This is an optimization exercise on Yosys and OpenROAD, whose aim is small area, a short achievable clock period and few clock cycles, not a production implementation. The RTL was checked by simulation tests, not by an equivalence proof against the original design. Power and IR drop assume default switching activity.

$ cat design/flow/design.v
module hcpu_alu (
    input  wire [4:0]  op,
    input  wire [31:0] a,       
    input  wire [31:0] b,       
    input  wire        cin,     
    output reg  [31:0] y,
    output reg         cout,
    output reg         valid
);
    wire        inv  = (op[1:0] != 2'b00);                   
    wire        ci   = (op[1:0] == 2'b00) ? cin : ((op[1:0] == 2'b01) ? ~cin : 1'b1);
    wire [32:0] sum  = {1'b0, a} + {1'b0, b ^ {32{inv}}} + {32'd0, ci};
    wire        eq   = (a == b);
    wire [4:0]  n    = b[4:0];
    wire        lsl  = (op[3:0] == 4'h7);
    wire [4:0]  s    = lsl ? (5'd0 - n) : n;
    wire [31:0] r0   = s[0] ? {a[0],     a[31:1]}  : a;
    wire [31:0] r1   = s[1] ? {r0[1:0],  r0[31:2]} : r0;
    wire [31:0] r2   = s[2] ? {r1[3:0],  r1[31:4]} : r1;
    wire [31:0] r3   = s[3] ? {r2[7:0],  r2[31:8]} : r2;
    wire [31:0] rot  = s[4] ? {r3[15:0], r3[31:16]} : r3;
    wire [31:0] mr   = 32'hFFFF_FFFF >> n;                   
    wire [31:0] ml   = 32'hFFFF_FFFF << n;                   
    wire [31:0] m    = lsl ? ml : ((op[3:0] == 4'h9) ? 32'hFFFF_FFFF : mr);
    wire        fill = (op[3:0] == 4'h8) & a[31];            
    wire [31:0] sh   = (rot & m) | ({32{fill}} & ~m);
    always @* begin
        y     = 32'd0;
        cout  = cin;
        valid = 1'b1;
        case (op)
            5'h10, 5'h11: {cout, y} = sum;                                
            5'h12: y = eq ? 32'd0 : (sum[32] ? 32'd1 : 32'hFFFF_FFFF);    
            5'h13: y = a & b;                                             
            5'h14: y = a | b;                                             
            5'h15: y = ~a;                                                
            5'h16, 5'h17, 5'h18, 5'h19: y = sh;                           
            default: begin                                                
                y     = 32'd0;
                valid = 1'b0;
            end
        endcase
    end
endmodule
module hcpu_core (
    input  wire        clk,
    input  wire        rst,          
    output reg         mem_req,
    output reg         mem_we,
    output reg  [15:0] mem_addr,
    output reg  [1:0]  mem_size,     
    output reg  [31:0] mem_wdata,
    input  wire        mem_gnt,
    input  wire        mem_rvalid,
    input  wire [31:0] mem_rdata,
    output wire        halted,
    output wire        memfault
);
    localparam [31:0] STACK_BASE = 32'h0000_F000;
    localparam [15:0] IRQ_VECTOR = 16'h0040;
    localparam [2:0] ST_FETCH = 3'd0,
                     ST_EXEC  = 3'd1,
                     ST_MWAIT = 3'd2,
                     ST_DISP  = 3'd3,
                     ST_HALT  = 3'd4,
                     ST_FAULT = 3'd5;
    reg [2:0] state;
    reg [31:0] r1, r2, r3, r4, r5;    
    reg [31:0] sp;
    reg [15:0] pc;
    reg        f_store_reg, f_wfi;
    reg        carry;
    reg [15:0] imask, ipend;
    reg        skip;             
    reg        pc_bad;           
    reg [2:0]  ld_rd;
    reg [1:0]  ld_size;
    reg        ld_pop;
    reg        ld_over;          
    wire [15:0] hi   = mem_rdata[15:0];
    wire [15:0] lo   = mem_rdata[31:16];
    wire [4:0]  op   = hi[15:11];
    wire [2:0]  rd   = hi[10:8];
    wire [2:0]  ra   = hi[7:5];
    wire [2:0]  rb   = hi[4:2];
    wire [1:0]  mode = hi[1:0];
    function [31:0] rf_read(input [2:0] idx);
        case (idx)
            3'd0:    rf_read = 32'd0;
            3'd1:    rf_read = r1;
            3'd2:    rf_read = r2;
            3'd3:    rf_read = r3;
            3'd4:    rf_read = r4;
            3'd5:    rf_read = r5;
            3'd6:    rf_read = sp;
            default: rf_read = {16'd0, pc};
        endcase
    endfunction
    wire [31:0] op1 = rf_read(ra);
    reg  [31:0] op2;
    always @* begin
        case (mode)
            2'b00:   op2 = rf_read(rb);
            2'b01:   op2 = {{29{rb[2]}}, rb};
            2'b10:   op2 = {{16{lo[15]}}, lo};
            default: op2 = 32'd0;               
        endcase
    end
    wire is_mem  = (op[4:3] == 2'b00);
    wire is_alu  = (op >= 5'h0F);
    wire [31:0] alu_y;
    wire        alu_c, alu_valid;
    hcpu_alu u_alu (
        .op(op), .a(op1), .b(op2), .cin(carry),
        .y(alu_y), .cout(alu_c), .valid(alu_valid)
    );
    wire ifault = (mode == 2'b11) || (is_alu && !alu_valid);
    wire        idx_ok   = (op1[31:4] == 28'd0);
    wire [3:0]  idx      = op1[3:0];
    wire        mask_bit = idx_ok & imask[idx];
    wire        acc_sp   = (op[2:1] == 2'b11);                  
    wire [31:0] acc_addr = acc_sp ? sp : op1;
    wire        acc_we   = (op[2:0] >= 3'd3) && (op[2:0] <= 3'd6);
    reg  [1:0]  acc_size;
    always @* begin
        case (op[2:0])
            3'd0, 3'd3: acc_size = 2'd0;
            3'd1, 3'd4: acc_size = 2'd1;
            default:    acc_size = 2'd2;
        endcase
    end
    wire acc_ok = (acc_addr[31:16] == 16'd0) &&
                  ((acc_size == 2'd0) ||
                   (acc_size == 2'd1 && acc_addr[15:0] != 16'hFFFF) ||
                   (acc_addr[15:2] != 14'h3FFF) || (acc_addr[1:0] == 2'd0));
    wire disp_ok = (sp[31:16] == 16'd0) && ((sp[15:2] != 14'h3FFF) || (sp[1:0] == 2'd0));
    reg [31:0] load_val;
    always @* begin
        case (ld_size)
            2'd0:    load_val = {24'd0, mem_rdata[7:0]};
            2'd1:    load_val = {16'd0, mem_rdata[15:0]};
            default: load_val = mem_rdata;
        endcase
    end
    wire [16:0] pc_p2  = {1'b0, pc} + 17'd2;
    wire [16:0] pc_p4  = {1'b0, pc} + 17'd4;
    wire [16:0] pc_seq = (mode == 2'b10) ? pc_p4 : pc_p2;
    wire        seq_over = (pc_seq > 17'h0FFFC);
    wire        p2_over  = (pc_p2 > 17'h0FFFC);
    wire irq    = (imask & ipend) != 16'd0;
    wire fresh  = (state == ST_EXEC) && mem_rvalid && !skip;    
    wire ex     = fresh && !irq && !f_wfi;                      
    wire ex_mem = ex && is_mem;
    wire ex_go  = ex_mem && acc_ok && mem_gnt;                  
    wire ex_op  = ex && !is_mem;                                
    wire is_mskr = (op == 5'h0B) || (op == 5'h0D);
    wire sets_sr = is_mskr || (is_alu && alu_valid);
    reg  [31:0] res;
    always @* begin
        if (is_mskr)                  res = {31'd0, mask_bit};
        else if (is_alu && alu_valid) res = alu_y;
        else                          res = 32'd0;
    end
    wire bnz_tk  = (op == 5'h08) && (op1 != 32'd0);
    wire        wb_ld  = (state == ST_MWAIT) && mem_rvalid;
    wire        wb_en  = wb_ld || (ex_op && (sets_sr || f_store_reg)) ||
                         (ex_go && acc_we && f_store_reg);
    wire [2:0]  wb_idx = wb_ld ? ld_rd : rd;
    wire [31:0] wb_val = wb_ld ? load_val : res;
    wire        wb_pc  = wb_en && (wb_idx == 3'd7);
    always @* begin
        mem_req   = 1'b0;
        mem_we    = 1'b0;
        mem_addr  = pc;
        mem_size  = 2'd2;
        mem_wdata = op2;
        case (state)
            ST_FETCH: mem_req = !pc_bad;
            ST_EXEC: begin
                mem_req = mem_rvalid && !skip && !irq;
                if (f_wfi) begin
                    mem_addr = pc_p2[15:0];
                end else if (is_mem) begin
                    mem_we   = acc_we && acc_ok;
                    mem_addr = acc_addr[15:0];
                    mem_size = acc_size;
                end else begin
                    mem_addr = pc_seq[15:0];
                end
            end
            ST_MWAIT: mem_req = mem_rvalid && (ld_rd != 3'd7) && !ld_over;
            ST_DISP: begin
                mem_req   = 1'b1;
                mem_we    = 1'b1;
                mem_addr  = sp[15:0];
                mem_wdata = {16'd0, pc};
            end
            default: ;
        endcase
    end
    assign halted   = (state == ST_HALT);
    assign memfault = (state == ST_FAULT);
    always @(posedge clk) begin
        if (rst) begin
            r1 <= 32'd0; r2 <= 32'd0; r3 <= 32'd0; r4 <= 32'd0; r5 <= 32'd0;
        end else if (wb_en) begin
            case (wb_idx)
                3'd1: r1 <= wb_val;
                3'd2: r2 <= wb_val;
                3'd3: r3 <= wb_val;
                3'd4: r4 <= wb_val;
                3'd5: r5 <= wb_val;
                default: ;
            endcase
        end
    end
    wire sp_inc = ex_go && (op[2:0] == 3'd6);
    wire sp_dec = (wb_ld && ld_pop) || (state == ST_DISP && mem_gnt);
    always @(posedge clk) begin
        if (rst)                              sp <= STACK_BASE;
        else if (wb_en && wb_idx == 3'd6)     sp <= wb_val;
        else if (sp_inc || sp_dec)            sp <= sp + (sp_dec ? 32'hFFFF_FFFC : 32'd4);
    end
    always @(posedge clk) begin
        if (rst) begin
            state       <= ST_FETCH;
            pc          <= 16'd0;
            f_store_reg <= 1'b0;
            f_wfi       <= 1'b0;
            carry       <= 1'b0;
            imask       <= 16'h0001;
            ipend       <= 16'h0000;
            skip        <= 1'b0;
            pc_bad      <= 1'b0;
            ld_rd       <= 3'd0;
            ld_size     <= 2'd0;
            ld_pop      <= 1'b0;
            ld_over     <= 1'b0;
        end else begin
            if (wb_en && (wb_ld || sets_sr)) f_store_reg <= 1'b1;
            case (state)
                ST_FETCH: begin
                    if (mem_rvalid) skip <= 1'b0;
                    if (pc_bad)       state <= ST_HALT;
                    else if (mem_gnt) state <= ST_EXEC;
                end
                ST_EXEC: begin
                    if (mem_rvalid && skip) begin
                        skip <= 1'b0;
                    end else if (mem_rvalid) begin
                        if (irq) begin
                            state <= disp_ok ? ST_DISP : ST_FAULT;
                        end else if (f_wfi) begin
                            pc <= pc_p2[15:0];
                            if (p2_over)       state <= ST_HALT;
                            else if (!mem_gnt) state <= ST_FETCH;
                        end else if (is_mem) begin
                            if (!acc_ok) begin
                                state <= ST_FAULT;
                            end else if (!mem_gnt) begin
                                state <= ST_FETCH;
                            end else begin
                                if (mode == 2'b11) ipend[0] <= 1'b1;
                                ld_rd   <= rd;
                                ld_size <= acc_size;
                                ld_pop  <= (op[2:0] == 3'd7);
                                ld_over <= seq_over;
                                if (wb_pc) begin
                                    pc    <= 16'd0;
                                    state <= ST_FETCH;
                                end else begin
                                    pc    <= pc_seq[15:0];
                                    state <= !acc_we ? ST_MWAIT : (seq_over ? ST_HALT : ST_FETCH);
                                end
                            end
                        end else begin
                            if (ifault) ipend[0] <= 1'b1;
                            case (op)
                                5'h09: f_wfi <= 1'b1;
                                5'h0A: if (idx_ok) imask[idx] <= (op2 != 32'd0);
                                5'h0C: if (idx_ok) ipend[idx] <= (op2 != 32'd0);
                                default: ;
                            endcase
                            if (is_alu && alu_valid) carry <= alu_c;
                            if (op == 5'h0E) begin
                                state <= ST_HALT;
                            end else if (wb_pc || bnz_tk) begin
                                pc     <= wb_pc ? wb_val[15:0] : op2[15:0];
                                pc_bad <= (wb_pc ? wb_val : op2) > 32'h0000_FFFC;
                                skip   <= mem_gnt;
                                state  <= ST_FETCH;
                            end else begin
                                pc <= pc_seq[15:0];
                                if (seq_over)      state <= ST_HALT;
                                else if (!mem_gnt) state <= ST_FETCH;
                            end
                        end
                    end
                end
                ST_MWAIT: begin
                    if (mem_rvalid) begin
                        if (wb_pc) begin
                            pc     <= load_val[15:0];
                            pc_bad <= load_val > 32'h0000_FFFC;
                            state  <= ST_FETCH;
                        end else if (ld_over) begin
                            state <= ST_HALT;
                        end else begin
                            state <= mem_gnt ? ST_EXEC : ST_FETCH;
                        end
                    end
                end
                ST_DISP: begin
                    if (mem_gnt) begin
                        pc    <= IRQ_VECTOR;
                        f_wfi <= 1'b0;
                        state <= ST_FETCH;
                    end
                end
                ST_HALT:  state <= ST_HALT;
                ST_FAULT: state <= ST_FAULT;
                default:  state <= ST_FAULT;
            endcase
        end
    end
endmodule
$ cat design/flow/run.sh
#!/bin/bash
# synth_recipe.tcl (not shown) runs the flow's synth.tcl, then flattens the netlist and writes it again
# the make line also repeats each setting of config.mk as NAME=value (left out here)
make -C /OpenROAD-flow-scripts/flow DESIGN_CONFIG=/design/flow/config.mk WORK_HOME=/design/flow/orfs CLKGATE_MAP_FILE= SYNTH_SCRIPT=/design/flow/synth_recipe.tcl finish
$ cat design/flow/config.mk
export PLATFORM = sky130hd
export DESIGN_NAME = hcpu_core
export DESIGN_NICKNAME = hcpu_core
export VERILOG_FILES = /design/flow/design.v
export SDC_FILE = /design/flow/constraint.sdc
export NUM_CORES = 4
export LEC_CHECK = 0
export CAP_MARGIN = 20
export CORE_MARGIN = 2
export CORE_UTILIZATION = 30
export SLEW_MARGIN = 20
$ cat design/flow/constraint.sdc
create_clock -name core_clock -period 10.0 [get_ports {clk}]
set_input_delay 2.0000 -clock core_clock [delete_from_list [all_inputs] [get_ports {clk}]]
set_output_delay 2.0000 -clock core_clock [all_outputs]
set_load 0.01 [all_outputs]
==> results of run 1 <==
-- layout make-up --
| type | instances | area, sq um | area share (%) |
|---|---|---|---|
| tap | 1144 | 1430 | 4.89 |
| clock buffer | 44 | 905 | 3.09 |
| multi-input combinational | 3056 | 19300 | 66.0 |
| sequential | 255 | 5100 | 17.4 |
| antenna | 2 | 5.00 | 0.0171 |
| inverter | 110 | 413 | 1.41 |
| clock inverter | 10 | 144 | 0.492 |
| timing repair buffer | 233 | 1950 | 6.68 |
-- kinds of logic (layout without fill, tap and decap cells) --
| group | count (synthesis) | in the layout |
|---|---|---|
| AND/OR/NAND/NOR | 1384 | 1384 |
| buffers and inverters | 414 | 397 |
| AO/OA/AOI/OAI | 1282 | 1282 |
| multiplexers | 136 | 136 |
| flip-flops | 255 | 255 |
| adder cells (fa/ha/maj) | 137 | 137 |
| other | 0 | 2 |
| XOR/XNOR | 117 | 117 |
-- power by group --
part           internal (mW)  switching [mW]  total, mW
clock network          0.702           0.489       1.19
logic                  0.486           0.956       1.44
registers               1.04          0.0805       1.12
total                   2.23            1.53       3.76
-- worst reg2reg max path: stages (launching register included) --
cell and delay, ns:
sky130_fd_sc_hd__dfxtp_1 0.73, sky130_fd_sc_hd__a21oi_1 0.14, sky130_fd_sc_hd__nor2_1 0.13, sky130_fd_sc_hd__o32a_1 0.47
sky130_fd_sc_hd__clkinv_1 0.61, sky130_fd_sc_hd__ha_1 0.49, sky130_fd_sc_hd__nor4_1 0.53, sky130_fd_sc_hd__nand4_1 0.26
sky130_fd_sc_hd__o2111ai_1 0.45, sky130_fd_sc_hd__nor2b_1 0.13, sky130_fd_sc_hd__o21a_1 0.14, sky130_fd_sc_hd__buf_4 0.22
sky130_fd_sc_hd__a211oi_1 0.28, sky130_fd_sc_hd__a32o_1 0.57, sky130_fd_sc_hd__nor4bb_1 0.33, sky130_fd_sc_hd__nand4_1 0.14
sky130_fd_sc_hd__nor4bb_1 1.04, sky130_fd_sc_hd__buf_4 0.26, sky130_fd_sc_hd__o32ai_2 0.06
-- metal layers --
metal / part of all wire, % / global-route usage [%] / vias up
met5: 0.10 / 0 / -
met4: 7.0 / 17.2 / 16
met3: 12 / 7.26 / 498
met2: 41 / 44.1 / 2101
met1: 40 / 39.9 / 14800
li1: - / - / 13700
-- placed cells by master, fill, tap and decap left out, types with 31 or more instances in the layout --
cell                              instances
sky130_fd_sc_hd__nor2_1                 374
sky130_fd_sc_hd__and2_1                  31
sky130_fd_sc_hd__dfxtp_1                255
sky130_fd_sc_hd__clkdlybuf4s50_1         84
sky130_fd_sc_hd__xnor2_1                 89
sky130_fd_sc_hd__a21oi_1                384
sky130_fd_sc_hd__nand4_1                 33
sky130_fd_sc_hd__clkbuf_16               31
sky130_fd_sc_hd__mux2_2                  36
sky130_fd_sc_hd__mux2i_1                 85
sky130_fd_sc_hd__nand2_1                505
sky130_fd_sc_hd__a22oi_1                113
sky130_fd_sc_hd__nor3_1                 103
sky130_fd_sc_hd__o211ai_1                39
sky130_fd_sc_hd__a221oi_1                37
sky130_fd_sc_hd__nand2b_1                35
sky130_fd_sc_hd__ha_1                   134
sky130_fd_sc_hd__o21ai_0                223
sky130_fd_sc_hd__inv_1                   93
sky130_fd_sc_hd__a31oi_1                 55
sky130_fd_sc_hd__nor2b_1                 31
sky130_fd_sc_hd__nand3_1                107
sky130_fd_sc_hd__buf_4                  142
sky130_fd_sc_hd__a211oi_1               104
-- path summary, 6_finish.rpt --
path / slack, ns / endpoint / cells after the start
max reg2reg: 2.91 / pc_bad$_SDFFE_PP0P_ / 18
max: 0.64 / pc_bad$_SDFFE_PP0P_ / 23
min: 0.46 / ipend[12]$_SDFFE_PP0P_ / 2
min reg2reg: 0.46 / ipend[12]$_SDFFE_PP0P_ / 2
==> flow_summary.toml, run 1 <==
[synthesis]
synth_enable_flop_cells = 0
netlist.area_leader.share_pct = 19.7
synth_nets = 3898
synth.avg_cell_area_sq_um = 6.96
yosys-top-cells-area = "sky130_fd_sc_hd__dfxtp_1 (20%), sky130_fd_sc_hd__a21oi_1 (7.4%), sky130_fd_sc_hd__nand2_1 (7.3%)"
post_synth_top_area_cell = "sky130_fd_sc_hd__dfxtp_1"
synth_mux_area_share_pct = 6.03
synth_top_flop_cell = "sky130_fd_sc_hd__dfxtp_1"
postSynth.asyncResetShare_pct = 0
synth_top_cells_by_count = "sky130_fd_sc_hd__nand2_1 (506), sky130_fd_sc_hd__a21oi_1 (386), sky130_fd_sc_hd__nor2_1 (376), sky130_fd_sc_hd__dfxtp_1 (255), sky130_fd_sc_hd__o21ai_0 (225)"
synth.yosys.warnings = 2
portion_of_the_post_synthesis_area_used_by_sequential_elements_pct = 19.7
postSynthRegisterBits = 255
mappedNetlistArea_sq_um = 25900
yosys.area_share.xor_xnor_pct = 3.98
synth_compound_area_share_pct = 32.7
post_synth_fa_ha_maj_area_fraction_pct = 6.70
synth.distinct_cells = 107
post_synth_and_or_nand_nor_area_fraction_pct = 24.4
postSynthCellCount = 3725
main_combinational_cell_family_by_area_after_synthesis = "compound AO/OA/AOI/OAI gates"
yosys.cell_count.top_type = "sky130_fd_sc_hd__nand2_1"

[critical_path]
worst-endpoint-arrival_ns = 9.85
critPathRequiredTime_ns = 10.49
setup.worst_path.class = "primary input to flip-flop"
cpLargestDelayFamily = "compound AO/OA/AOI/OAI gates"
worst_path_largest_cell_delay_ns = 0.96
crit_start = "mem_rdata[4]"
timing.critical_path.fanout_max = 17
worstSetupStartpointType = "primary input"
critical_path.endpoint_type = "flip-flop"
cp_common_cell = "sky130_fd_sc_hd__buf_4"
slowest_cp_cell = "sky130_fd_sc_hd__nor4bb_1"
r2r_start = "sp[2]$_SDFFE_PP0P_"
critical_path_buf_inv_count = 5
crit_chain = "clkdlybuf4s50_1 -> buf_4 -> buf_4 -> or4bb_1 -> o211ai_1 -> o21ai_1 -> and2_1 -> buf_4 -> xnor2_1 -> ha_1 -> o31ai_1 -> a211oi_1 -> o2111ai_1 -> nand3_1 -> a2111oi_0 -> nor2_1 -> nor4b_1 -> nor3_1 -> o311a_1 -> nor2b_1 -> nor4bb_1 -> buf_4 -> o32ai_2"

[route]
antenna_violating_nets_post_route = 0
wl_mm = 141
avgRoutedWirePerCell_um = 29.0
firstDrtPassIters = 8
vias_per_cell = 6.41
final_routed_drc_violation_total = 0
num_vias = 31100
drt-initial-drc-count = 4708

[finish]
postLayoutCoreUtil_pct = 34.3
layout_area_growth_over_synthesis_pct = 12.8
n_fill_cell = 9297
ratio_of_cells_with_drive_above_1_in_the_final_layout_pct = 9.01
design_area_sq_um = 29300
final_net_count = 3860
layoutNonFillerInstCount = 4854

[clocking]
cts_tree = "built"
clkSlewWorstSetupHoldPaths_ns = 0.06
cts_sinks = 255
cts_setup_buffers = 0
cts.repair.resized = 0
cts_made_buffers = 31
clockBufferDepth = 3
insertion_delay_ns = 0.62
cts_hold_repair.buffers = 0
cts-htree-levels = 1
clock_tree_root_driver_cell = "sky130_fd_sc_hd__clkbuf_16"

[placement]
port-buffer-count = 89
gp_congestion = 1.02
post-place-ws_ns = 0.600
detailed_place.area_sq_um = 28200
placed_wire_length_estimate_after_detailed_placement_mm = 104
numPlacedInstances = 4798

[timing]
rsz0062_at_grt = "no"
setup-tns-final_ns = 0
setup_slack_ns = 0.644
final.period_utilization_pct = 93.6
fmax_mhz = 107
finalClockSkew_ns = 0.0423
timing.final.setup_violations = 0
hold_viol = 0
tightestPinTransition_ns = 1.29
timing.final.crit_period_ns = 9.36
slew_viol_final = 0
whs_ns = 0.462
timing.max_slew.rel_slack_pct = 13.2

[die]
dieHeight_um = 298
floorplan.initialDensity_pct = 30.4
row_count = 107
floorplan.die_area_sq_um = 88800
core_area_sq_um = 85400
dieWidth_um = 298
boundaryPins = 90

[run]
max_cap_viol_count = 0

[power_and_ir_drop]
powerDensity_nw_per_um2 = 128
report.power.total_mw = 3.76
irDropWorstVdd_v = 0.000135
leakage_nw = 10.5

[global_routing]
first_global_vias = 28400
first_pass_grt_wire_length_mm = 201
grt_overflow = 0
grt_antenna_before_repair = 9
grt_start_max_net_pins = 101
grt_usage_pct = 30.0

[worst_hold_path]
hold_class = "flip-flop to flip-flop"
worst_hold_startpoint = "ipend[12]$_SDFFE_PP0P_"

[run_status]
result_of_the_run = "complete, no violations"
Testbench counts, summed over its fixed seeds: cycles 98,723.
==> run 2, diff against run 1 <==
--- a/design/flow/design.v
+++ b/design/flow/design.v
@@ -60,8 +60,7 @@
     localparam [15:0] IRQ_VECTOR = 16'h0040;
-    localparam [2:0] ST_FETCH = 3'd0,
-                     ST_EXEC  = 3'd1,
-                     ST_MWAIT = 3'd2,
-                     ST_DISP  = 3'd3,
-                     ST_HALT  = 3'd4,
-                     ST_FAULT = 3'd5;
+    localparam [2:0] ST_RUN   = 3'd0,
+                     ST_MWAIT = 3'd1,
+                     ST_DISP  = 3'd2,
+                     ST_HALT  = 3'd3,
+                     ST_FAULT = 3'd4;
     reg [2:0] state;
@@ -69,3 +68,2 @@
     reg [31:0] sp;
-    reg [15:0] pc;
     reg        f_store_reg, f_wfi;
@@ -73,3 +71,7 @@
     reg [15:0] imask, ipend;
-    reg        skip;             
+    reg [31:0] ir;               
+    reg        ir_v;             
+    reg [15:0] pc_x;             
+    reg [16:0] pc_f;             
+    reg        fo;               
     reg        pc_bad;           
@@ -79,4 +81,4 @@
     reg        ld_over;          
-    wire [15:0] hi   = mem_rdata[15:0];
-    wire [15:0] lo   = mem_rdata[31:16];
+    wire [15:0] hi   = ir[15:0];
+    wire [15:0] lo   = ir[31:16];
     wire [4:0]  op   = hi[15:11];
@@ -95,3 +97,3 @@
             3'd6:    rf_read = sp;
-            default: rf_read = {16'd0, pc};
+            default: rf_read = {16'd0, pc_x};
         endcase
@@ -136,2 +138,4 @@
     wire disp_ok = (sp[31:16] == 16'd0) && ((sp[15:2] != 14'h3FFF) || (sp[1:0] == 2'd0));
+    wire [15:0] st_d   = acc_addr[15:0] - pc_f[15:0];
+    wire        st_hit = (st_d[15:2] == 14'h0000) || (st_d[15:2] == 14'h3FFF);
     reg [31:0] load_val;
@@ -144,13 +148,15 @@
     end
-    wire [16:0] pc_p2  = {1'b0, pc} + 17'd2;
-    wire [16:0] pc_p4  = {1'b0, pc} + 17'd4;
-    wire [16:0] pc_seq = (mode == 2'b10) ? pc_p4 : pc_p2;
-    wire        seq_over = (pc_seq > 17'h0FFFC);
-    wire        p2_over  = (pc_p2 > 17'h0FFFC);
-    wire irq    = (imask & ipend) != 16'd0;
-    wire fresh  = (state == ST_EXEC) && mem_rvalid && !skip;    
-    wire ex     = fresh && !irq && !f_wfi;                      
-    wire ex_mem = ex && is_mem;
-    wire ex_go  = ex_mem && acc_ok && mem_gnt;                  
-    wire ex_op  = ex && !is_mem;                                
+    wire        arrive  = (state == ST_RUN) && fo && mem_rvalid;
+    wire        s_long  = (mem_rdata[1:0] == 2'b10);
+    wire [16:0] pf_p2   = {1'b0, pc_f[15:0]} + 17'd2;
+    wire [16:0] pf_p4   = {1'b0, pc_f[15:0]} + 17'd4;
+    wire [16:0] pf_next = s_long ? pf_p4 : pf_p2;
+    wire        f_over  = (pc_f > 17'h0FFFC);
+    wire        p2_over = (pf_p2 > 17'h0FFFC);
+    wire irq     = (imask & ipend) != 16'd0;
+    wire can_ex  = (state == ST_RUN) && !pc_bad && !f_wfi && ir_v && (!fo || mem_rvalid);
+    wire ex      = can_ex && !irq;
+    wire ex_mem  = ex && is_mem;
+    wire ex_go   = ex_mem && acc_ok && mem_gnt;                 
+    wire ex_op   = ex && !is_mem;                               
     wire is_mskr = (op == 5'h0B) || (op == 5'h0D);
@@ -164,2 +170,5 @@
     wire bnz_tk  = (op == 5'h08) && (op1 != 32'd0);
+    wire is_halt = (op == 5'h0E);
+    wire is_wfi  = (op == 5'h09);
+    wire ir_wpc  = (rd == 3'd7) && (sets_sr || f_store_reg) && !(is_mem && !acc_we);
     wire        wb_ld  = (state == ST_MWAIT) && mem_rvalid;
@@ -173,3 +182,3 @@
         mem_we    = 1'b0;
-        mem_addr  = pc;
+        mem_addr  = pc_f[15:0];
         mem_size  = 2'd2;
@@ -177,13 +186,23 @@
         case (state)
-            ST_FETCH: mem_req = !pc_bad;
-            ST_EXEC: begin
-                mem_req = mem_rvalid && !skip && !irq;
-                if (f_wfi) begin
-                    mem_addr = pc_p2[15:0];
-                end else if (is_mem) begin
-                    mem_we   = acc_we && acc_ok;
-                    mem_addr = acc_addr[15:0];
-                    mem_size = acc_size;
-                end else begin
-                    mem_addr = pc_seq[15:0];
+            ST_RUN: begin
+                if (pc_bad || f_wfi) begin
+                    mem_req = 1'b0;
+                end else if (!ir_v) begin
+                    mem_req  = arrive || !fo;
+                    mem_addr = arrive ? pf_next[15:0] : pc_f[15:0];
+                end else if (can_ex && !irq) begin
+                    if (is_mem) begin
+                        mem_req  = acc_ok;
+                        mem_we   = acc_we;
+                        mem_addr = acc_addr[15:0];
+                        mem_size = acc_size;
+                    end else if (is_halt || is_wfi || ir_wpc) begin
+                        mem_req = 1'b0;
+                    end else if (bnz_tk) begin
+                        mem_req  = 1'b1;
+                        mem_addr = op2[15:0];
+                    end else begin
+                        mem_req  = 1'b1;
+                        mem_addr = arrive ? pf_next[15:0] : pc_f[15:0];
+                    end
                 end
@@ -195,3 +214,3 @@
                 mem_addr  = sp[15:0];
-                mem_wdata = {16'd0, pc};
+                mem_wdata = {16'd0, (f_wfi ? pc_f[15:0] : pc_x)};
             end
@@ -223,6 +242,20 @@
     end
+    task automatic take_successor;
+        begin
+            ir   <= mem_rdata;
+            ir_v <= 1'b1;
+            pc_x <= pc_f[15:0];
+            pc_f <= pf_next;
+        end
+    endtask
+    task automatic jump(input [31:0] t);
+        begin
+            ir_v   <= 1'b0;
+            pc_f   <= {1'b0, t[15:0]};
+            pc_bad <= (t > 32'h0000_FFFC);
+        end
+    endtask
     always @(posedge clk) begin
         if (rst) begin
-            state       <= ST_FETCH;
-            pc          <= 16'd0;
+            state       <= ST_RUN;
             f_store_reg <= 1'b0;
@@ -232,3 +265,7 @@
             ipend       <= 16'h0000;
-            skip        <= 1'b0;
+            ir          <= 32'd0;
+            ir_v        <= 1'b0;
+            pc_x        <= 16'd0;
+            pc_f        <= 17'd0;
+            fo          <= 1'b0;
             pc_bad      <= 1'b0;
@@ -241,17 +278,24 @@
             case (state)
-                ST_FETCH: begin
-                    if (mem_rvalid) skip <= 1'b0;
-                    if (pc_bad)       state <= ST_HALT;
-                    else if (mem_gnt) state <= ST_EXEC;
-                end
-                ST_EXEC: begin
-                    if (mem_rvalid && skip) begin
-                        skip <= 1'b0;
-                    end else if (mem_rvalid) begin
+                ST_RUN: begin
+                    if (pc_bad) begin
+                        state <= ST_HALT;
+                    end else if (f_wfi) begin
+                        if (irq) begin
+                            state <= disp_ok ? ST_DISP : ST_FAULT;
+                        end else begin
+                            pc_f <= pf_p2;
+                            if (p2_over) state <= ST_HALT;
+                        end
+                    end else if (!ir_v) begin
+                        if (arrive) begin
+                            take_successor;
+                            fo <= mem_gnt;
+                        end else if (!fo) begin
+                            fo <= mem_gnt;
+                        end
+                    end else if (can_ex) begin
                         if (irq) begin
+                            ir_v  <= 1'b0;
+                            fo    <= 1'b0;
                             state <= disp_ok ? ST_DISP : ST_FAULT;
-                        end else if (f_wfi) begin
-                            pc <= pc_p2[15:0];
-                            if (p2_over)       state <= ST_HALT;
-                            else if (!mem_gnt) state <= ST_FETCH;
                         end else if (is_mem) begin
@@ -260,5 +304,6 @@
                             end else if (!mem_gnt) begin
-                                state <= ST_FETCH;
+                                fo <= 1'b0;
                             end else begin
                                 if (mode == 2'b11) ipend[0] <= 1'b1;
+                                fo      <= 1'b0;
                                 ld_rd   <= rd;
@@ -266,9 +311,10 @@
                                 ld_pop  <= (op[2:0] == 3'd7);
-                                ld_over <= seq_over;
-                                if (wb_pc) begin
-                                    pc    <= 16'd0;
-                                    state <= ST_FETCH;
+                                ld_over <= f_over;
+                                if (ir_wpc) begin
+                                    jump(32'd0);
                                 end else begin
-                                    pc    <= pc_seq[15:0];
-                                    state <= !acc_we ? ST_MWAIT : (seq_over ? ST_HALT : ST_FETCH);
+                                    if (fo && !(acc_we && st_hit)) take_successor;
+                                    else                          ir_v <= 1'b0;
+                                    if (!acc_we)     state <= ST_MWAIT;
+                                    else if (f_over) state <= ST_HALT;
                                 end
@@ -284,13 +330,19 @@
                             if (is_alu && alu_valid) carry <= alu_c;
-                            if (op == 5'h0E) begin
+                            if (is_halt) begin
                                 state <= ST_HALT;
-                            end else if (wb_pc || bnz_tk) begin
-                                pc     <= wb_pc ? wb_val[15:0] : op2[15:0];
-                                pc_bad <= (wb_pc ? wb_val : op2) > 32'h0000_FFFC;
-                                skip   <= mem_gnt;
-                                state  <= ST_FETCH;
+                            end else if (ir_wpc) begin
+                                jump(wb_val);
+                                fo <= 1'b0;
+                            end else if (bnz_tk) begin
+                                jump(op2);
+                                fo <= mem_gnt;
+                            end else if (is_wfi) begin
+                                ir_v <= 1'b0;
+                                fo   <= 1'b0;
+                                if (f_over) state <= ST_HALT;
                             end else begin
-                                pc <= pc_seq[15:0];
-                                if (seq_over)      state <= ST_HALT;
-                                else if (!mem_gnt) state <= ST_FETCH;
+                                if (f_over) state <= ST_HALT;
+                                if (fo) take_successor;
+                                else    ir_v <= 1'b0;
+                                fo <= mem_gnt;
                             end
@@ -302,5 +354,3 @@
                         if (wb_pc) begin
-                            pc     <= load_val[15:0];
-                            pc_bad <= load_val > 32'h0000_FFFC;
-                            state  <= ST_FETCH;
+                            jump(load_val);
                         end else if (ld_over) begin
@@ -308,4 +358,5 @@
                         end else begin
-                            state <= mem_gnt ? ST_EXEC : ST_FETCH;
+                            fo <= mem_gnt;
                         end
+                        if (!ld_over || wb_pc) state <= ST_RUN;
                     end
@@ -314,5 +365,7 @@
                     if (mem_gnt) begin
-                        pc    <= IRQ_VECTOR;
+                        pc_f  <= {1'b0, IRQ_VECTOR};
+                        ir_v  <= 1'b0;
+                        fo    <= 1'b0;
                         f_wfi <= 1'b0;
-                        state <= ST_FETCH;
+                        state <= ST_RUN;
                     end
==> flow_summary.toml, run 2 <==
[finish]
n_fill_cell = 10300
layoutNonFillerInstCount = 5260
ratio_of_cells_with_drive_above_1_in_the_final_layout_pct = 8.59
leading_cell_types_in_the_layout_fill_and_taps_excluded = "sky130_fd_sc_hd__nand2_1 (515), sky130_fd_sc_hd__nor2_1 (444), sky130_fd_sc_hd__a21oi_1 (393)"
design_area_sq_um = 32500
layout_area_growth_over_synthesis_pct = 11.2
mostFrequentLayoutCell = "sky130_fd_sc_hd__nand2_1"
final_net_count = 4141

[synthesis]
postSynthCellCount = 4036
synth_top_cells_by_count = "sky130_fd_sc_hd__nand2_1 (516), sky130_fd_sc_hd__nor2_1 (451), sky130_fd_sc_hd__a21oi_1 (394), sky130_fd_sc_hd__dfxtp_1 (305), sky130_fd_sc_hd__clkbuf_1 (219)"
synth.distinct_cells = 106
synth_top_flop_cell = "sky130_fd_sc_hd__dfxtp_1"
synth.yosys.warnings = 2
yosys.cell_count.top_type = "sky130_fd_sc_hd__nand2_1"
postSynthRegisterBits = 305
postSynth.asyncResetShare_pct = 0
post_synth_top_area_cell = "sky130_fd_sc_hd__dfxtp_1"
synth.avg_cell_area_sq_um = 7.23
synth_nets = 4223
mappedNetlistArea_sq_um = 29200
synth_enable_flop_cells = 0
portion_of_the_post_synthesis_area_used_by_sequential_elements_pct = 20.9
yosys-top-cells-area = "sky130_fd_sc_hd__dfxtp_1 (21%), sky130_fd_sc_hd__a21oi_1 (6.8%), sky130_fd_sc_hd__nand2_1 (6.6%)"
netlist.area_leader.share_pct = 20.9

[clocking]
cts_hold_repair.buffers = 0
cts_tree = "built"
clockBufferDepth = 3
cts_made_buffers = 36
insertion_delay_ns = 0.59
cts.repair.resized = 0
cts_setup_buffers = 0
clkSlewWorstSetupHoldPaths_ns = 0.06
cts-htree-levels = 2
clock_tree_root_driver_cell = "sky130_fd_sc_hd__clkbuf_16"
cts_sinks = 305

[timing]
setup-tns-final_ns = 0
finalClockSkew_ns = 0.0389
timing.final.crit_period_ns = 8.67
rsz0062_at_grt = "no"
fmax_mhz = 115
timing.max_slew.rel_slack_pct = 10.0
timing.final.setup_violations = 0
slew_viol_final = 0
final.period_utilization_pct = 86.7
tightestPinTransition_ns = 1.34
hold_viol = 0

[critical_path]
critPathRequiredTime_ns = 8.00
crit_start = "ir[7]$_SDFFE_PP0P_"
ff2ff_setup_slack_ns = 2.03
rr_worst_depth = 22
r2r-end = "pc_bad$_SDFFE_PP0P_"
r2r_start = "ir[4]$_SDFFE_PP0P_"
timing.critical_path.fanout_max = 44
critical_path.endpoint_type = "output port"
setup.worst_path.class = "flip-flop to output port"
crit_end = "mem_addr[12]"
worstSetupStartpointType = "flip-flop"
worst-endpoint-arrival_ns = 6.67

[die]
dieHeight_um = 316
floorplan.die_area_sq_um = 99800
floorplan.initialDensity_pct = 30.2
boundaryPins = 90
core_area_sq_um = 96600
row_count = 114
dieWidth_um = 316

[power_and_ir_drop]
powerDensity_nw_per_um2 = 208
irDropWorstVdd_v = 0.000133
leakage_nw = 11.6

[worst_hold_path]
hold_class = "flip-flop to flip-flop"
worst_hold_startpoint = "ipend[4]$_SDFFE_PP0P_"

[route]
firstDrtPassIters = 10
wl_mm = 145
num_vias = 33300
antenna_violating_nets_post_route = 0
final_routed_drc_violation_total = 0
drt-initial-drc-count = 5322
vias_per_cell = 6.33
avgRoutedWirePerCell_um = 27.5

[global_routing]
grt_usage_pct = 27.9
first_global_vias = 30200
first_pass_grt_wire_length_mm = 209
grt_overflow = 0
grt_antenna_before_repair = 2
grt_start_max_net_pins = 94

[placement]
gp_congestion = 1.09
detailed_place.area_sq_um = 31200
numPlacedInstances = 5191
port-buffer-count = 89
placed_wire_length_estimate_after_detailed_placement_mm = 107

[run_status]
result_of_the_run = "complete, no violations"

[run]
max_cap_viol_count = 0
run 2: cell count changes after synthesis, sizes merged, moves of 14 or more:
cell,previous run,this run
a21o,22,38
a221oi,40,90
a22oi,114,52
buf,81,99
dfxtp,255,305
ha,134,148
mux2,39,65
mux2i,85,189
nand3,109,80
nor2,378,452
o22ai,24,55
run 2: kinds of logic (layout without fill, tap and decap cells):
kind of cell    after synthesis  in the layout  synth area share (%)
buf+inv                     433            377                  6.20
fa+ha+maj                   151            151                  6.55
xor+xnor                    128            128                  3.89
other cells                   0              4                     0
flops                       305            305                  20.9
simple gates               1435           1435                  22.1
compound gates             1311           1311                  29.8
mux                         273            273                  10.5
run 2: stage by stage:
step | worst slack, ns | utilization, % | hold WS (ns) | power (mW)
floorplan | 3.88 | - | 0.436 | 3.91
global placement | 2.11 | 32.3 | 0.450 | 5.20
detailed placement | 2.00 | 32.3 | 0.453 | 5.20
CTS | 1.43 | 33.6 | 0.461 | 6.58
global route | 1.01 | 33.6 | 0.497 | 6.97
finish | 1.33 | 33.6 | 0.463 | 6.74
run 2: layout make-up:
class                           count  area (sq um)  share of cell area (%)
Clock inverter                     17           194                   0.597
Tap cell                         1276          1600                    4.92
Antenna cell                        4          10.0                  0.0308
Inverter                          115           432                    1.33
Timing Repair Buffer              198          1730                    5.34
Clock buffer                       47           992                    3.06
Multi-Input combinational cell   3298         21400                    65.9
Sequential cell                   305          6120                    18.8
run 2: worst min path at each step:
stage	to	depth (start not counted)
global placement	ipend[4]$_SDFFE_PP0P_	2
floorplan	ipend[12]$_SDFFE_PP0P_	2
finish	ipend[4]$_SDFFE_PP0P_	2
CTS	ipend[4]$_SDFFE_PP0P_	2
global route	r5[17]$_SDFFE_PP0P_	2
detailed placement	ipend[4]$_SDFFE_PP0P_	2
run 2: per-layer routing:
| layer | wire length, um | track usage [%] |
|---|---|---|
| met5 | 31 | 0 |
| met4 | 12300 | 18.7 |
| met3 | 18300 | 7.85 |
| met2 | 58600 | 40.6 |
| met1 | 55300 | 35.7 |
run 2: critical path, stage by stage (launching register included):
cell,delay [ns]
sky130_fd_sc_hd__dfxtp_4,0.67
sky130_fd_sc_hd__buf_4,0.53
sky130_fd_sc_hd__nand2b_1,0.32
sky130_fd_sc_hd__o22ai_1,0.10
sky130_fd_sc_hd__a21oi_1,0.64
sky130_fd_sc_hd__nand3_1,0.15
sky130_fd_sc_hd__or4b_4,0.59
sky130_fd_sc_hd__nor4_4,0.54
sky130_fd_sc_hd__a211o_1,0.65
sky130_fd_sc_hd__nand2_1,0.33
sky130_fd_sc_hd__o22ai_1,0.21
sky130_fd_sc_hd__a221oi_1,0.10
sky130_fd_sc_hd__o21ai_0,0.18
sky130_fd_sc_hd__o21ai_0,0.11
sky130_fd_sc_hd__a221oi_1,0.33
sky130_fd_sc_hd__clkdlybuf4s50_1,0.60
run 2: power breakdown:
part | internal [mW] | switching, mW | total (mW)
registers | 1.28 | 0.186 | 1.46
logic | 1.39 | 2.51 | 3.90
clock network | 0.785 | 0.595 | 1.38
total | 3.45 | 3.29 | 6.74
Testbench counts of run 2, summed over its fixed seeds: cycles 99,745.
==> run 3, diff against run 2 <==
--- a/design/flow/design.v
+++ b/design/flow/design.v
@@ -11,4 +11,5 @@
     wire        ci   = (op[1:0] == 2'b00) ? cin : ((op[1:0] == 2'b01) ? ~cin : 1'b1);
-    wire [32:0] sum  = {1'b0, a} + {1'b0, b ^ {32{inv}}} + {32'd0, ci};
-    wire        eq   = (a == b);
+    wire [31:0] bx   = b ^ {32{inv}};
+    wire [32:0] sum  = {1'b0, a} + {1'b0, bx} + {32'd0, ci};
+    wire        eq   = &(a ^ bx);                            
     wire [4:0]  n    = b[4:0];
@@ -100,2 +101,30 @@
     endfunction
+    function [16:0] inc_at(input [15:0] a, input integer k);
+        integer i;
+        reg c;
+        begin
+            c = 1'b1;
+            for (i = 0; i < 16; i = i + 1) begin
+                if (i < k) begin
+                    inc_at[i] = a[i];
+                end else begin
+                    inc_at[i] = a[i] ^ c;
+                    c = c & a[i];
+                end
+            end
+            inc_at[16] = c;
+        end
+    endfunction
+    function [31:0] sp_step(input [31:0] a, input dec);
+        integer i;
+        reg c;
+        begin
+            sp_step[1:0] = a[1:0];
+            c = 1'b1;
+            for (i = 2; i < 32; i = i + 1) begin
+                sp_step[i] = a[i] ^ c;
+                c = c & (a[i] ^ dec);
+            end
+        end
+    endfunction
     wire [31:0] op1 = rf_read(ra);
@@ -138,4 +167,4 @@
     wire disp_ok = (sp[31:16] == 16'd0) && ((sp[15:2] != 14'h3FFF) || (sp[1:0] == 2'd0));
-    wire [15:0] st_d   = acc_addr[15:0] - pc_f[15:0];
-    wire        st_hit = (st_d[15:2] == 14'h0000) || (st_d[15:2] == 14'h3FFF);
+    wire [7:0]  st_d   = acc_addr[7:0] - pc_f[7:0];
+    wire        st_hit = (st_d[7:2] == 6'h00) || (st_d[7:2] == 6'h3F);
     reg [31:0] load_val;
@@ -150,4 +179,4 @@
     wire        s_long  = (mem_rdata[1:0] == 2'b10);
-    wire [16:0] pf_p2   = {1'b0, pc_f[15:0]} + 17'd2;
-    wire [16:0] pf_p4   = {1'b0, pc_f[15:0]} + 17'd4;
+    wire [16:0] pf_p2   = inc_at(pc_f[15:0], 1);
+    wire [16:0] pf_p4   = inc_at(pc_f[15:0], 2);
     wire [16:0] pf_next = s_long ? pf_p4 : pf_p2;
@@ -240,3 +269,3 @@
         else if (wb_en && wb_idx == 3'd6)     sp <= wb_val;
-        else if (sp_inc || sp_dec)            sp <= sp + (sp_dec ? 32'hFFFF_FFFC : 32'd4);
+        else if (sp_inc || sp_dec)            sp <= sp_step(sp, state != ST_RUN);
     end
==> flow_summary.toml, run 3 <==
[run_status]
result_of_the_run = "complete, no violations"

[critical_path]
critical_path.endpoint_type = "output port"
worstSetupStartpointType = "flip-flop"
r2r-end = "pc_f[7]$_SDFFE_PP0P_"
setup.worst_path.class = "flip-flop to output port"
rr_worst_depth = 21
worst-endpoint-arrival_ns = 6.83
ff2ff_setup_slack_ns = 2.05
timing.critical_path.fanout_max = 44
critPathRequiredTime_ns = 8.00
r2r_start = "ir[4]$_SDFFE_PP0P_"

[timing]
setup-tns-final_ns = 0
fmax_mhz = 113
setup_slack_ns = 1.17
hold_viol = 0
tightestPinTransition_ns = 1.20
timing.final.setup_violations = 0
final.period_utilization_pct = 88.3
timing.final.crit_period_ns = 8.83
slew_viol_final = 0
timing.max_slew.rel_slack_pct = 19.8
finalClockSkew_ns = 0.0449
rsz0062_at_grt = "no"

[synthesis]
synth.distinct_cells = 113
yosys-top-cells-area = "sky130_fd_sc_hd__dfxtp_1 (22%), sky130_fd_sc_hd__nor2_1 (7.3%), sky130_fd_sc_hd__a21oi_1 (6.3%)"
synth_nets = 4047
post_synth_top_area_cell = "sky130_fd_sc_hd__dfxtp_1"
postSynth.asyncResetShare_pct = 0
postSynthCellCount = 3936
synth.yosys.warnings = 2
synth_enable_flop_cells = 0
netlist.area_leader.share_pct = 21.5
mappedNetlistArea_sq_um = 28300
synth_top_cells_by_count = "sky130_fd_sc_hd__nor2_1 (548), sky130_fd_sc_hd__nand2_1 (363), sky130_fd_sc_hd__a21oi_1 (355), sky130_fd_sc_hd__dfxtp_1 (305), sky130_fd_sc_hd__clkbuf_1 (229)"
portion_of_the_post_synthesis_area_used_by_sequential_elements_pct = 21.5
postSynthRegisterBits = 305
yosys.cell_count.top_type = "sky130_fd_sc_hd__nor2_1"
synth_top_flop_cell = "sky130_fd_sc_hd__dfxtp_1"
synth.avg_cell_area_sq_um = 7.20

[power_and_ir_drop]
p_switching_mw = 4.45
leakage_nw = 10.8
power_frac_clock_pct = 17.6
power.share.switching_pct = 53.5
irDropWorstVdd_v = 0.000147
p_comb_share_pct = 63.3
cellInternalPower_mw = 3.88
p_seq_share_pct = 19.1
powerDensity_nw_per_um2 = 263

[route]
num_vias = 34200
vias_per_cell = 6.69
final_routed_drc_violation_total = 0
wl_mm = 162
firstDrtPassIters = 9
drt-initial-drc-count = 5659
avgRoutedWirePerCell_um = 31.7
antenna_violating_nets_post_route = 0

[finish]
area.sequential_sq_um = 6120
final_net_count = 3940
multi_input_area_sq_um = 20500
mostFrequentLayoutCell = "sky130_fd_sc_hd__nor2_1"
design_area_sq_um = 31600
leading_cell_types_in_the_layout_fill_and_taps_excluded = "sky130_fd_sc_hd__nor2_1 (540), sky130_fd_sc_hd__nand2_1 (363), sky130_fd_sc_hd__a21oi_1 (354)"
ratio_of_cells_with_drive_above_1_in_the_final_layout_pct = 9.70
layoutNonFillerInstCount = 5114
layout_area_growth_over_synthesis_pct = 11.6
n_fill_cell = 10100

[placement]
detailed_place.area_sq_um = 30300
post-place-ws_ns = 2.06
placed_wire_length_estimate_after_detailed_placement_mm = 119
gp_congestion = 1.05
numPlacedInstances = 5044
port-buffer-count = 89

[global_routing]
grt_antenna_before_repair = 6
first_global_vias = 30800
grt_overflow = 0
grt_start_max_net_pins = 129
grt_usage_pct = 31.8
first_pass_grt_wire_length_mm = 230

[clocking]
clock_tree_root_driver_cell = "sky130_fd_sc_hd__clkbuf_16"
cts_setup_buffers = 0
cts_tree = "built"
cts.repair.resized = 0
cts_made_buffers = 37
cts-htree-levels = 2
clkSlewWorstSetupHoldPaths_ns = 0.06
insertion_delay_ns = 0.59
cts_sinks = 305
cts_hold_repair.buffers = 0
clockBufferDepth = 3

[worst_hold_path]
hold_path_depth = 2
hold_class = "flip-flop to flip-flop"
hold_end = "r5[23]$_SDFFE_PP0P_"
worst_hold_startpoint = "r5[23]$_SDFFE_PP0P_"

[die]
floorplan.die_area_sq_um = 96900
boundaryPins = 90
dieWidth_um = 311
floorplan.initialDensity_pct = 30.3
dieHeight_um = 311
row_count = 112
core_area_sq_um = 93500

[run]
max_cap_viol_count = 0
==> run 3: cell count changes after synthesis, sizes merged, moves of 35 or more <==
cell,change
nand2,-151
nor2,+99
ha,-75
mux2i,-59
inv,-49
a211oi,+47
xnor2,-46
a21oi,-39
buf,+36
nor3,+35
==> run 3: cell type report <==
type | count | area share [%]
multi-input cells | 3203 | 64.8
flip-flops and latches | 305 | 19.4
repair buffers | 218 | 6.12
well taps | 1254 | 4.96
clock buffers | 50 | 3.15
clock inverters | 15 | 0.819
inverters | 64 | 0.760
diodes | 5 | 0.0396
==> run 3: worst max path at each step <==
stage / startpoint / endpoint / slack, ns / cells after the start
floorplan: ir[7]$_SDFFE_PP0P_ / mem_addr[12] / 3.95 / 21
detailed placement: ir[6]$_SDFFE_PP0P_ / mem_addr[15] / 2.06 / 15
CTS: ir[5]$_SDFFE_PP0P_ / mem_addr[12] / 1.44 / 14
global route: ir[5]$_SDFFE_PP0P_ / mem_addr[5] / 1.06 / 14
finish: ir[5]$_SDFFE_PP0P_ / mem_addr[12] / 1.17 / 14
global placement: ir[5]$_SDFFE_PP0P_ / mem_addr[12] / 2.07 / 14
==> run 3: logic make-up after synthesis <==
group / synth area share, %
AOI/OAI and AO/OA: 33.2
xor gates and xnor gates: 2.90
adders and majority gates: 3.36
buffers and inverters: 6.62
DFF: 21.5
muxes: 8.01
and+or+nand+nor: 24.3
==> run 3: power groups by stage <==
stage	clock (mW)	sequential (mW)	combinational, mW
2_1_floorplan	0	1.39	3.26
3_3_place_gp	0	1.60	5.03
3_5_place_dp	0	1.60	5.00
4_1_cts	1.47	1.57	5.02
5_1_grt	1.52	1.60	5.47
6_report	1.47	1.59	5.27
==> run 3: per-stage QoR <==
stage          total power [mW]  util (%)  hold WS (ns)
3_3_place_gp               6.63      32.4         0.445
3_5_place_dp               6.60      32.5         0.458
5_1_grt                    8.58      33.8         0.496
4_1_cts                    8.07      33.8         0.466
6_report                   8.33      33.8         0.468
2_1_floorplan              4.65         -         0.436
==> run 3: worst max-delay path: stages (launching register included) <==
cell and delay (ns):
sky130_fd_sc_hd__dfxtp_2 0.98, sky130_fd_sc_hd__nand2b_1 0.47, sky130_fd_sc_hd__o32ai_1 0.69, sky130_fd_sc_hd__nor3_4 0.10, sky130_fd_sc_hd__inv_1 0.63, sky130_fd_sc_hd__ha_1 0.37
sky130_fd_sc_hd__and3_1 0.31, sky130_fd_sc_hd__a311o_1 0.61, sky130_fd_sc_hd__nand2_1 0.51, sky130_fd_sc_hd__o22ai_1 0.25, sky130_fd_sc_hd__a221oi_1 0.11, sky130_fd_sc_hd__a311oi_1 0.28
sky130_fd_sc_hd__a2111oi_0 0.10, sky130_fd_sc_hd__nor2_1 0.20, sky130_fd_sc_hd__clkdlybuf4s50_1 0.57
==> run 3: metal layers <==
layer / vias up / global-route usage (%) / routed length, um
li1: 14600 / - / -
met4: 6 / 18.7 / 11500
met3: 595 / 9.20 / 22000
met2: 2637 / 45.5 / 65300
met5: - / 0.346 / 65
met1: 16400 / 42.1 / 63400
Testbench counts of run 3, summed over its fixed seeds: cycles 99,984.
==> run 4, diff against run 3 <==
--- a/design/flow/config.mk
+++ b/design/flow/config.mk
@@ -9,3 +9,4 @@
 export CORE_MARGIN = 2
-export CORE_UTILIZATION = 30
+export CORE_UTILIZATION = 45
+export SETUP_SLACK_MARGIN = 2.0
 export SLEW_MARGIN = 20
==> flow_summary.toml, run 4 <==
[run_status]
result_of_the_run = "complete, no violations"

[critical_path]
worst-endpoint-arrival_ns = 6.02
worstSetupStartpointType = "flip-flop"
worst_path_largest_cell_delay_ns = 0.65
timing.critical_path.fanout_max = 28
slowest_cp_cell = "sky130_fd_sc_hd__a41oi_1"
crit_start = "ir[7]$_SDFFE_PP0P_"
setup.worst_path.class = "flip-flop to output port"
r2r_start = "ir[4]$_SDFFE_PP0P_"
crit_chain = "nor2b_2 -> buf_4 -> a22oi_1 -> a41oi_1 -> a22oi_1 -> and4_1 -> a311o_1 -> buf_4 -> nand2_1 -> nand2_1 -> a221oi_1 -> a311oi_1 -> a2111oi_0 -> nor2_1 -> clkdlybuf4s50_1"
critPathRequiredTime_ns = 8.00
critical_path.endpoint_type = "output port"

[power_and_ir_drop]
power.share.switching_pct = 53.4
cellInternalPower_mw = 3.88
irDropWorstVdd_v = 0.000129
leakage_nw = 10.9
p_comb_share_pct = 63.1
p_switching_mw = 4.45
p_seq_share_pct = 18.8
powerDensity_nw_per_um2 = 267
power_frac_clock_pct = 18.1

[die]
floorplan.initialDensity_pct = 45.8
row_count = 91
boundaryPins = 90
floorplan.die_area_sq_um = 65000
dieHeight_um = 255
core_area_sq_um = 61900
dieWidth_um = 255

[synthesis]
synth.avg_cell_area_sq_um = 7.20
netlist.area_leader.share_pct = 21.5
yosys.cell_count.top_type = "sky130_fd_sc_hd__nor2_1"
portion_of_the_post_synthesis_area_used_by_sequential_elements_pct = 21.5
post_synth_top_area_cell = "sky130_fd_sc_hd__dfxtp_1"
synth_top_flop_cell = "sky130_fd_sc_hd__dfxtp_1"
postSynthCellCount = 3936
synth_top_cells_by_count = "sky130_fd_sc_hd__nor2_1 (548), sky130_fd_sc_hd__nand2_1 (363), sky130_fd_sc_hd__a21oi_1 (355), sky130_fd_sc_hd__dfxtp_1 (305), sky130_fd_sc_hd__clkbuf_1 (229)"
yosys-top-cells-area = "sky130_fd_sc_hd__dfxtp_1 (22%), sky130_fd_sc_hd__nor2_1 (7.3%), sky130_fd_sc_hd__a21oi_1 (6.3%)"
postSynthRegisterBits = 305
postSynth.asyncResetShare_pct = 0
mappedNetlistArea_sq_um = 28300
synth.yosys.warnings = 2
synth.distinct_cells = 113
synth_nets = 4047
synth_enable_flop_cells = 0

[clocking]
clockBufferDepth = 3
cts_hold_repair.buffers = 0
cts-htree-levels = 2
cts_sinks = 305
insertion_delay_ns = 0.61
clock_tree_root_driver_cell = "sky130_fd_sc_hd__clkbuf_16"
cts_tree = "built"
clkSlewWorstSetupHoldPaths_ns = 0.06
cts_made_buffers = 39

[finish]
design_area_sq_um = 31300
final_net_count = 3950
layout_area_growth_over_synthesis_pct = 10.3
mostFrequentLayoutCell = "sky130_fd_sc_hd__nor2_1"
leading_cell_types_in_the_layout_fill_and_taps_excluded = "sky130_fd_sc_hd__nor2_1 (541), sky130_fd_sc_hd__nand2_1 (362), sky130_fd_sc_hd__a21oi_1 (354)"
n_fill_cell = 6268
ratio_of_cells_with_drive_above_1_in_the_final_layout_pct = 10.3

[route]
met3WireLength_mm = 21.6
num_vias = 33800
final_routed_drc_violation_total = 0
drt-initial-drc-count = 5775
avgRoutedWirePerCell_um = 32.9
wl_mm = 155
vias_per_cell = 7.17
met2RoutedLength_mm = 61.2
antenna_violating_nets_post_route = 0
drt-met1-wl_mm = 60.7
firstDrtPassIters = 7
highest_routed_layer = "met5"

[global_routing]
grt_overflow = 0
grt_start_max_net_pins = 163
grt_antenna_before_repair = 6
first_global_vias = 30100
grt_usage_pct = 46.1
first_pass_grt_wire_length_mm = 220

[timing]
slew_viol_final = 0
timing.final.setup_violations = 0
fmax_mhz = 125
timing.final.crit_period_ns = 8.02
hold_viol = 0
tightestPinTransition_ns = 1.25
final.period_utilization_pct = 80.2
timing.max_slew.rel_slack_pct = 16.5
finalClockSkew_ns = 0.0464
rsz0062_at_grt = "yes"
setup_slack_ns = 1.98
setup-tns-final_ns = 0

[placement]
post-place-ws_ns = 2.05
gp_congestion = 1.09
placed_wire_length_estimate_after_detailed_placement_mm = 113
detailed_place.area_sq_um = 29800
port-buffer-count = 89

[worst_hold_path]
worst_hold_startpoint = "r5[23]$_SDFFE_PP0P_"
hold_class = "flip-flop to flip-flop"

[run]
max_cap_viol_count = 0
==> run 4: timing repair <==
item | 4_1_cts | 5_1_grt
gates resized for setup | 4 | 9
pin swaps | 0 | 0
setup buffers | 1 | 0
endpoints found under the setup margin | 16 | 15
==> run 4: path summary, 6_finish.rpt <==
path                                             to  slack, ns  cells past startpoint
worst max-delay path                   mem_addr[12]       1.98                     15
worst min-delay path            r5[23]$_SDFFE_PP0P_       0.47                      2
worst max register to register  pc_bad$_SDFFE_PP0P_       2.17                     21
worst min register to register  r5[23]$_SDFFE_PP0P_       0.47                      2
==> run 4: kinds of logic after synthesis <==
kind of cell,synth area share [%]
fa+ha+maj,3.36
compound gates,33.2
mux,8.01
xor+xnor,2.90
simple gates,24.3
flops,21.5
buf+inv,6.62
==> run 4: worst max-delay path, delay by kind of cell (launching register included) <==
kind | cells | cell delay, ns
AO/OA/AOI/OAI | 7 | 2.42
AND/OR/NAND/NOR | 5 | 1.28
buffers and inverters | 3 | 1.03
flip-flops | 1 | 0.64
==> run 4: layout make-up <==
cell class	instances	area, sq um	area share [%]
multi-input combinational	3203	20500	65.6
sequential	305	6120	19.6
timing repair buffer	226	1980	6.34
clock buffer	50	1110	3.55
tap	837	1050	3.35
inverter	64	244	0.780
clock inverter	20	241	0.772
antenna	4	10.0	0.0320
==> run 4: stage by stage <==
step	hold slack, ns	total power [mW]	util (%)	instances
CTS	0.465	8.05	50.3	4703
finish	0.469	8.34	50.5	4709
detailed placement	0.457	6.55	48.1	4632
floorplan	0.436	4.65	-	3936
global placement	0.449	6.58	48.1	4631
global route	0.497	8.59	50.5	4705
==> run 4: power groups by stage <==
stage	Clock [mW]	Combinational, mW	Sequential (mW)
2_1_floorplan	0	3.26	1.39
3_3_place_gp	0	5.00	1.58
3_5_place_dp	0	4.97	1.58
4_1_cts	1.50	5.00	1.55
5_1_grt	1.55	5.47	1.57
6_report	1.51	5.27	1.57
==> run 4: per-layer routing <==
layer,vias to the layer above,track usage (%)
met5,-,0
met4,4,28.0
met3,578,14.2
met2,2652,64.2
met1,16000,61.8
li1,14600,-

re-timing with driven ports:
The flow's constraints put no driver on any port. The routed layouts listed below were extracted and timed again, unchanged, in two steps.
Step 1 assumes that a clkbuf_16 drives the clock port and a buf_2 every other input.
Step 2 moves the port delays by t, midway between the first and last clock arrival at a register: inputs arrive t later, outputs are due t later. That takes back most of the time a late clock gives input paths.
Slacks: ideal / step 1 / step 2; pairs: ideal / step 1.
run	shift t [ns]	setup WS [ns]	slew at the worst register clock pin (ns)
run 1	0.665	0.644 / 0.689 / 0.025	0.07 / 0.07
run 2	0.645	1.328 / 1.255 / 1.899	0.08 / 0.08
run 3	0.633	1.168 / 1.103 / 1.736	0.08 / 0.08
run 4	0.645	1.979 / 1.923 / 2.166	0.08 / 0.08
After both steps every run listed still meets setup and hold. For run 1, which loses most, drivers alone change the setup slack by +0.045 ns; drivers and shift together by -0.619 ns.
